Context: an optimization exercise on an open-source flow, tuned for small area, a short achievable clock period and few clock cycles per item. The choices shown serve that exercise and are no tape-out recipe. Function was checked by simulation only, so behaviour that the tests miss may differ from the original.

==> flow/design.v (excerpt) <==
module alpha_compositor (
    input  wire         clk,
    input  wire         rst,         
    input  wire         cmd_valid,
    output wire         cmd_ready,
    input  wire [127:0] cmd,
    output reg          rsp_valid,
    input  wire         rsp_ready,
    output wire [47:0]  rsp
);
    function [31:0] csa;
        input [15:0] x;
        input [15:0] y;
        input [15:0] z;
        reg   [15:0] s;
        reg   [15:0] c;
        begin
            s   = x ^ y ^ z;
            c   = (x & y) | (x & z) | (y & z);
            csa = {c[14:0], 1'b0, s};
        end
    endfunction
    function [15:0] wsum;
        input [9:0] F;
        input [9:0] B;
        input [5:0] a;
        reg   [15:0] r0, r1, r2, r3, r4, r5;
        reg   [31:0] t1, t2, t3, t4;
        begin
            r0 = {6'd0, a[0] ? F : B};
            r1 = {5'd0, a[1] ? F : B, 1'd0};
            r2 = {4'd0, a[2] ? F : B, 2'd0};
            r3 = {3'd0, a[3] ? F : B, 3'd0};
            r4 = {2'd0, a[4] ? F : B, 4'd0};
            r5 = {1'd0, a[5] ? F : B, 5'd0};
            t1 = csa(r0, r1, r2);
            t2 = csa(r3, r4, r5);
            t3 = csa(t1[15:0], t1[31:16], t2[15:0]);
            t4 = csa(t3[15:0], t3[31:16], t2[31:16]);
            wsum = t4[15:0] + t4[31:16];
        end
    endfunction
    reg        ready_q;
    assign cmd_ready = ready_q;
    wire       accept = cmd_valid && ready_q;
    wire [7:0] cop = cmd[127:120];
    reg        v1;
    reg [7:0]  op1;
    reg [15:0] a0, a1;          
    reg [5:0]  a2;              
    reg        a2hi;            
    reg        xbad1;           
    reg        chan1, bch1, bpx1, use31;
    always @(posedge clk) begin
        op1   <= cop;
        a0    <= cmd[95:80];
        a1    <= cmd[79:64];
        a2    <= cmd[53:48];
        a2hi  <= cmd[63:54] != 10'd0;
        xbad1 <= (cmd[119:96] != 24'd0) || (cmd[47:0] != 48'd0);
        chan1 <= (cop == 8'h02) || (cop == 8'h04);
        bch1  <= (cop == 8'h04);
        bpx1  <= (cop == 8'h05);
        use31 <= (cop == 8'h04) || (cop == 8'h05);
        v1    <= accept && !rst;
    end
  ...
For scale: roughly 2400 cells after synthesis, ~210 flip-flops, about 180 I/O pins, roughly 18000 um2 of cells after synthesis.
export LEC_CHECK = 0
export ABC_AREA = 1
export CAP_MARGIN = 20
export CORE_MARGIN = 2
export CORE_UTILIZATION = 60
export CTS_CLUSTER_DIAMETER = 100
export CTS_CLUSTER_SIZE = 30
export SLEW_MARGIN = 70
create_clock -name core_clock -period 33.0 [get_ports {clk}]
standard.sh (not shown) runs the stock make flow with config.mk's settings and CLKGATE_MAP_FILE= SYNTH_SCRIPT=/design/flow/synth_recipe.tcl, a recipe that flattens the netlist after the stock synthesis.
==> flow/flow/run.sh <==
#!/bin/bash
# The standard layout, with sky130_fd_sc_hd__buf_1 as the buffer that
# buffer_ports puts on every input and output port.
set -euo pipefail
export BUFFER_PORTS_ARGS="-buffer_cell sky130_fd_sc_hd__buf_1"
bash standard.sh > standard_flow.log 2>&1
Testbench counts at the start, summed over its fixed seeds: cycles 18,018, items 18,000.
==> next run, changes <==
==> flow/flow/run.sh (replaced) <==
#!/bin/bash
# The standard layout, with sky130_fd_sc_hd__buf_2 as the buffer that
# buffer_ports puts on every input and output port.
set -euo pipefail
export BUFFER_PORTS_ARGS="-buffer_cell sky130_fd_sc_hd__buf_2"
bash standard.sh > standard_flow.log 2>&1
=> Setup slack is worse by 0.017 ns; cell area is higher by 1.0%; first-iteration DRC count decreases by 9.7%; non-clock buffer count goes down by 4; area after synthesis stays the same; worst hold slack gains 0.019 ns; die area stays the same; sequential cell count does not change.
==> next run, changes <==
==> flow/flow/run.sh (replaced) <==
#!/bin/bash
# The standard layout, with sky130_fd_sc_hd__buf_1 as the buffer that
# buffer_ports puts on every input and output port.
set -euo pipefail
export BUFFER_PORTS_ARGS="-buffer_cell sky130_fd_sc_hd__buf_1"
bash standard.sh > standard_flow.log 2>&1
--- a/flow/config.mk
+++ b/flow/config.mk
@@ -9,5 +9,5 @@
 export CAP_MARGIN = 20
 export CORE_MARGIN = 2
-export CORE_UTILIZATION = 60
+export CORE_UTILIZATION = 70
 export CTS_CLUSTER_DIAMETER = 100
 export CTS_CLUSTER_SIZE = 30
Outcome: Wire length went up by 4.9%. Design area decreases by 1.2%. First-iteration DRC count goes up by about 70%. Die area shrinks by about 14%. Via count is higher by 4.8%. Area after synthesis is unchanged.

==> what the ideal ports hide <==
Ports are ideal in the flow. The routed layouts listed here were re-timed in OpenROAD. Step 1: set_driving_cell puts a clkbuf_16 on clk and a buf_2 on each other input, an assumption about the parent block. Step 2 moves the port delays by t, midway between the first and last clock arrival at a register: inputs arrive t later, outputs are due t later. That takes back most of the time a late clock gives input paths. a / b / c = no drivers / after step 1 / after step 2; a / b = the first two.
run	shift t [ns]	setup slack, ns	hold WS [ns]	worst data-port slew with drivers (ns)
the first run	0.547	25.250 / 25.194 / 24.881	0.415 / 0.415 / 0.415	0.10
the second run	0.546	25.233 / 25.177 / 24.944	0.433 / 0.433 / 0.433	0.08
the third run	0.536	25.216 / 25.173 / 24.813	0.419 / 0.419 / 0.419	0.09
After both steps setup and hold are still met in every run listed. For the third run, which loses most, drivers alone change the setup slack by -0.043 ns; drivers and shift together by -0.403 ns.
